Context: an optimization exercise on an open-source flow, tuned for small area. The choices shown serve that exercise and are no tape-out recipe.
Only simulation tests tie the RTL to the original design; equivalence was not proved.

==> juniper: inputs <==
Design hmmm_core, start of the top module:
module hmmm_core (
    input  wire        clk,
    input  wire        rst,
    input  wire [8:0]  code_size,
    output wire        imem_req,
    output wire [7:0]  imem_addr,
    input  wire        imem_ready,
    input  wire [15:0] imem_rdata,
    output wire        dmem_req,
    output wire        dmem_we,
    output wire [7:0]  dmem_addr,
    output wire [15:0] dmem_wdata,
    input  wire        dmem_ready,
    input  wire [15:0] dmem_rdata,
    output wire        in_req,
    input  wire        in_valid,
    input  wire        in_abort,
    input  wire [15:0] in_data,
    output wire        out_valid,
    output wire [15:0] out_data,
    output wire [1:0]  status,
    output wire [2:0]  cause,
    output wire [7:0]  lpc,
    input  wire [3:0]  dbg_addr,
    output wire [15:0] dbg_data
);
==> flow/config.mk <==
export PLATFORM = sky130hd
export DESIGN_NAME = hmmm_core
export DESIGN_NICKNAME = hmmm_core
export VERILOG_FILES = /design/flow/design.v
export SDC_FILE = /design/flow/constraint.sdc
export NUM_CORES = 4
export LEC_CHECK = 0
export CAP_MARGIN = 20
export CORE_MARGIN = 2
export CORE_UTILIZATION = 42
export PLACE_DENSITY = 0.58
export SLEW_MARGIN = 20
export SYNTH_HIERARCHICAL = 1
export SYNTH_MINIMUM_KEEP_SIZE = 0
==> flow/constraint.sdc <==
create_clock -name core_clock -period 11.0 [get_ports {clk}]
set_input_delay 2.2000 -clock core_clock [delete_from_list [all_inputs] [get_ports {clk}]]
set_output_delay 2.2000 -clock core_clock [all_outputs]
set_load 0.01 [all_outputs]
standard.sh (not shown) runs the stock make flow with config.mk's settings and CLKGATE_MAP_FILE= SYNTH_SCRIPT=/design/flow/synth_recipe.tcl, a recipe that flattens the netlist after the stock synthesis.
==> flow/flow/run.sh <==
#!/bin/bash
# The standard layout (standard.sh) with three changes to how it is built:
# abc maps the logic with an area-oriented script (flow/synth.tcl, flow/area.abc),
# the port buffers are the smallest buffer cell, and clock tree synthesis uses
# clkbuf_8 with sink clusters of up to 20 and no dummy loads.
set -euo pipefail
W=$(pwd)
export MY_WORK=$W
export MY_ABC_SCRIPT=$W/flow/area.abc
export BUFFER_PORTS_ARGS="-buffer_cell sky130_fd_sc_hd__buf_1"
export CTS_ARGS="-sink_clustering_enable -repair_clock_nets -dont_use_dummy_load -sink_clustering_size 20 -sink_clustering_max_diameter 50 -buf_list {sky130_fd_sc_hd__clkbuf_8}"
sed "s#SYNTH_SCRIPT=[^ ]*#SYNTH_SCRIPT=$W/flow/synth.tcl#" standard.sh > my_standard.sh
grep -q "SYNTH_SCRIPT=$W/flow/synth.tcl" my_standard.sh
bash my_standard.sh > standard.log 2>&1
==> flow/flow/area.abc <==
strash
ifraig
scorr
dc2
strash
&get -n
&st
&dch -f
&nf -p -R 1000
&put
==> flow/flow/synth.tcl <==
# The standard flow's synthesis script (synth_recipe.tcl), with abc mapping the logic by
# the area-oriented script flow/area.abc instead of ORFS's speed script.
proc abc {args} {
  set i [lsearch -exact $args -script]
  if {$i >= 0} { lset args [expr {$i + 1}] $::env(MY_ABC_SCRIPT) }
  yosys abc {*}$args
}
source [file join $::env(MY_WORK) synth_recipe.tcl]
==> lagoon (differences from juniper) <==
--- a/flow/design.v
+++ b/flow/design.v
@@ -21,26 +21,27 @@
     output wire [1:0]  status,
     output wire [2:0]  cause,
     output wire [7:0]  lpc,
     input  wire [3:0]  dbg_addr,
     output wire [15:0] dbg_data
 );
     localparam [4:0] S_CLR  = 5'd0,  S_FETCH = 5'd1,  S_IRLD = 5'd2,  S_EXEC = 5'd3,
-                     S_ADD2 = 5'd4,  S_CHK   = 5'd5,  S_MEM  = 5'd7,
+                     S_ADD2 = 5'd4,  S_CHK   = 5'd5,  S_CL   = 5'd6,  S_MEM  = 5'd7,
                      S_MWAIT= 5'd8,  S_RD    = 5'd9,  S_ITER = 5'd10, S_DCOR = 5'd11,
                      S_DFIN = 5'd12, S_WB    = 5'd13, S_NX1  = 5'd14, S_NX2  = 5'd15;
     localparam [4:0] S_HALT = 5'b10000, S_ABORT = 5'b11000;
     reg [15:0] ring [0:14];
     reg [3:0]  c;
     reg [4:0]  st;
     reg [7:0]  pc;
     reg [15:0] ir;
     reg [16:0] A;
     reg [15:0] Q;
-    reg        f1;
+    reg        f1, f2;
+    reg [3:0]  cnt;
     wire done = st[4];
     wire [3:0] op = ir[15:12];
     wire [3:0] fx = ir[11:8];
     wire [3:0] fy = ir[7:4];
     wire [3:0] fz = ir[3:0];
     wire [7:0] n8 = ir[7:0];
     wire op0     = (op == 4'h0);
@@ -67,22 +68,23 @@
     reg [3:0] ra;
     always @* begin
         case (st)
         S_EXEC:           ra = is_imm ? 4'd0 : op0 ? fx : fy;
         S_ITER, S_DCOR,
         S_DFIN:           ra = fz;
         S_ADD2:           ra = is_addn ? fx : fz;
-        S_MWAIT, S_RD:    ra = 4'd0;
+        S_MWAIT, S_RD,
+        S_NX1:            ra = 4'd0;
         default:          ra = done ? dbg_addr : fx;
         endcase
     end
     wire [15:0] imm16 = {{8{n8[7] & (is_ldn | is_addn)}}, n8};
     wire [15:0] ext   = (st == S_MWAIT) ? dmem_rdata :
                         (st == S_RD)    ? in_data :
-                        ((st == S_EXEC) && is_imm) ? imm16 : 16'd0;
+                        (((st == S_EXEC) && is_imm) || (st == S_NX1)) ? imm16 : 16'd0;
     wire [14:0] sel;
     hmmm_rsel u_rsel (.ra(ra), .c(c), .sel(sel));
     reg  [15:0] rd;
     integer k;
     always @* begin
         rd = (ra == 4'd0) ? ext : 16'd0;
         for (k = 0; k < 15; k = k + 1)
@@ -111,21 +113,22 @@
             gate = 1'b1;
         end
         S_ADD2: begin
             gate = 1'b1;
             inv  = is_sub;
             cin  = is_sub;
         end
-        S_CHK: if (is_call) begin
+        S_CL: begin
             opA  = {9'd0, pc};
             cin  = 1'b1;
         end
         S_NX1: begin
-            opA  = {9'd0, pc};
-            cin  = 1'b1;
+            opA  = is_call ? 17'd0 : {9'd0, pc};
+            gate = is_call;
+            cin  = !is_call;
         end
         S_ITER: begin
             if (is_mul) begin
                 opA  = {A[15:0], 1'b0};
                 gate = Q[15];
                 inv  = Q[15] && (cnt == 4'd0);
                 cin  = Q[15] && (cnt == 4'd0);
@@ -140,41 +143,33 @@
             gate = s_div;
             inv  = 1'b1;
             cin  = 1'b1;
         end
         S_DFIN: begin
             if (is_div) begin
                 opA  = {Q[15], Q};
-                cin  = f1 && !Anz;
+                cin  = f1;
             end else begin
                 gate = Anz && !s_div;
             end
         end
         default: ;
         endcase
     end
     wire [16:0] opB = ({17{gate}} & {rd[15], rd}) ^ {17{inv}};
-    wire [17:0] sum18 = {opA, cin} + {opB, cin};
-    wire [16:0] sum   = sum18[17:1];
-    genvar b;
-    wire [9:0] lb;
-    assign lb[0] = 1'b0;
-    generate for (b = 0; b < 9; b = b + 1) begin : g_lt
-        assign lb[b+1] = (~A[b] & code_size[b]) | (lb[b] & ~(A[b] ^ code_size[b]));
-    end endgenerate
-    wire        lt      = lb[9];
+    wire [16:0] sum = opA + opB + {16'd0, cin};
+    wire        lt      = (A[8:0] < code_size);
     wire        hz9     = (A[16:9] == 8'd0);
     wire        code_ok = hz9 && lt;
     wire        data_ok = hz9 && !A[8] && !lt;
     wire        taken  = is_jmpi ? 1'b1 :
                          (op[1:0] == 2'b00) ? rdz :
                          (op[1:0] == 2'b01) ? !rdz :
                          (op[1:0] == 2'b10) ? (!rd[15] && !rdz) : rd[15];
-    wire        ovf    = (A[16] != A[15]) || (is_mul && f1);
-    wire [3:0]  cnt    = ir[7:4];
+    wire        ovf    = (A[16] != A[15]) || (is_mul && f1) || (is_div && f2);
     wire        last   = (cnt == 4'd15);
     assign imem_req   = (st == S_FETCH);
     assign imem_addr  = pc;
     assign dmem_req   = (st == S_MEM);
     assign dmem_we    = is_store;
     assign dmem_addr  = A[7:0];
     assign dmem_wdata = rd;
@@ -190,18 +185,17 @@
     always @(posedge clk) begin
         for (i = 0; i < 14; i = i + 1)
             ring[i] <= ring[i + 1];
         ring[14] <= wb ? A[15:0] : ring[0];
     end
     always @(posedge clk) begin
         A   <= sum;
+        cnt <= (st == S_EXEC) ? 4'd0 : cnt + 4'd1;
         Q   <= (st == S_EXEC) ? rd : {Q[14:0], (st == S_ITER) ? (!is_mul && s_div) : !(Anz && !s_div)};
         if (st == S_IRLD) ir <= imem_rdata;
-        if (st == S_EXEC) ir[7:4] <= 4'd0;
-        if (st == S_ITER) ir[7:4] <= cnt + 4'd1;
         if (rst) begin
             c  <= 4'd1;
             st <= S_CLR;
             pc <= 8'd0;
         end else begin
             c <= (c == 4'd15) ? 4'd1 : c + 4'd1;
             case (st)
@@ -223,37 +217,39 @@
             S_ADD2: st <= S_WB;
             S_CHK: begin
                 if (is_data) begin
                     if (!data_ok) st <= is_store ? 5'b10100 : 5'b10011;   
                     else st <= S_MEM;
                 end else begin
                     if (!code_ok) st <= 5'b10101;                         
-                    else if (is_call) begin pc <= A[7:0]; st <= S_WB; end
+                    else if (is_call) st <= S_CL;
                     else if (taken) st <= S_NX2;
                     else st <= S_NX1;
                 end
             end
+            S_CL:  st <= S_WB;
             S_MEM: if (dmem_ready) st <= is_store ? S_NX1 : S_MWAIT;
             S_MWAIT: st <= S_WB;
             S_RD: if (in_valid) st <= in_abort ? S_ABORT : S_WB;
             S_ITER: begin
                 if (!is_mul && rdz) st <= 5'b10111;                       
                 else begin
-                    if (is_mul) f1 <= f1 | (A[16] != A[15]);
+                    if (is_mul) f1 <= f1 | (sum[16] != sum[15]);
                     if (last) st <= is_mul ? S_WB : S_DCOR;
                 end
             end
             S_DCOR: begin
-                f1 <= s_div;
-                st <= (is_div && Q[15] && Q[14]) ? 5'b10110 : S_DFIN;    
+                f1 <= s_div && (sum == 17'd0);
+                f2 <= Q[15] & Q[14];
+                st <= S_DFIN;
             end
             S_DFIN: st <= S_WB;
             S_WB: begin
                 if (ovf) st <= 5'b10110;                                  
-                else if (fx == 4'd0 || c == fx) st <= is_call ? S_FETCH : S_NX1;
+                else if (fx == 4'd0 || c == fx) st <= S_NX1;
             end
             S_NX1: st <= S_NX2;
             S_NX2: begin
                 if (code_ok) begin pc <= A[7:0]; st <= S_FETCH; end
                 else st <= 5'b10001;                                      
             end
             default: ;
@@ -262,27 +258,14 @@
     end
 endmodule
 module hmmm_rsel (
     input  wire [3:0]  ra,
     input  wire [3:0]  c,
     output wire [14:0] sel
 );
-    wire [4:0] bw;
-    wire [3:0] dif;
-    assign bw[0] = 1'b0;
-    genvar j;
-    generate for (j = 0; j < 4; j = j + 1) begin : g_sub
-        assign dif[j]  = ra[j] ^ c[j] ^ bw[j];
-        assign bw[j+1] = (~ra[j] & c[j]) | (bw[j] & ~(ra[j] ^ c[j]));
-    end endgenerate
-    wire [4:0] bd;
-    wire [3:0] idx;
-    assign bd[0] = bw[4];
-    generate for (j = 0; j < 4; j = j + 1) begin : g_dec
-        assign idx[j]  = dif[j] ^ bd[j];
-        assign bd[j+1] = bd[j] & ~dif[j];
-    end endgenerate
+    wire [4:0] dif = {1'b0, ra} - {1'b0, c};
+    wire [3:0] idx = dif[4] ? (dif[3:0] - 4'd1) : dif[3:0];
     genvar k;
     generate for (k = 0; k < 15; k = k + 1) begin : g
         assign sel[k] = (idx == k) && (ra != 4'd0);
     end endgenerate
 endmodule
==> flow/run.sh (new file) <==
#!/bin/bash
# synth_recipe.tcl (not shown) runs the flow's synth.tcl, then flattens the netlist and writes it again
# the make line also repeats each setting of config.mk as NAME=value (left out here)
make -C /OpenROAD-flow-scripts/flow DESIGN_CONFIG=/design/flow/config.mk WORK_HOME=/design/flow/orfs CLKGATE_MAP_FILE= SYNTH_SCRIPT=/design/flow/synth_recipe.tcl finish
Settings changed: CORE_UTILIZATION 42 to 65, PLACE_DENSITY 0.58 to 0.75.
removed: flow/flow/run.sh
removed: flow/flow/area.abc
removed: flow/flow/synth.tcl
removed: flow/standard.sh
==> results.ini <==
[outcome]
status = complete, no violations

[die]
core.rowCount = 60
coreArea_um2 = 26900

[route]
routed_via_density = 5.81

[final_layout]
n_fill_cell = 2590
clkbuf_count = 29

[placed_design]
hpwl_um = 25300

[worst_setup_path]
rr_startpoint = st[4]$_SDFFE_PP0P_

the above is filed under juniper

==> results.ini <==
[outcome]
status = complete, no violations

[final_layout]
clkbuf_count = 44

[grt]
grt_max_degree = 39

[sta]
rsz0062_at_grt = false

[placed_design]
hpwl_um = 26300

[worst_setup_path]
rr_startpoint = st[1]$_SDFFE_PP0P_

[route]
routed_via_density = 6.46

the above is filed under lagoon

## static timing again, ports no longer ideal
In the flow no input, the clock included, has a driving cell. The finished layouts below were timed again as built, in two steps. Step 1 assumes that a clkbuf_16 drives the clock port and a buf_2 every other input. Step 2, shift: input delay + t, output delay - t, t = (earliest + latest rising clock arrival at the registers) / 2. This alone moves slack from input paths to output paths. a / b / c = ideal ports / drivers / drivers and shift; a / b = the first two.
| run | t, ns | setup WS [ns] | hold slack, ns | worst slew at a driven data input, ns |
|---|---|---|---|---|
| juniper | 0.625 | 0.998 / 1.020 / 0.395 | 0.239 / 0.239 / 0.239 | 0.04 |
| lagoon | 0.600 | 1.013 / 1.032 / 0.432 | 0.348 / 0.348 / 0.348 | 0.05 |
After both steps setup and hold are still met in every run listed. For juniper, which loses most, drivers alone change the setup slack by +0.022 ns; drivers and shift together by -0.603 ns.
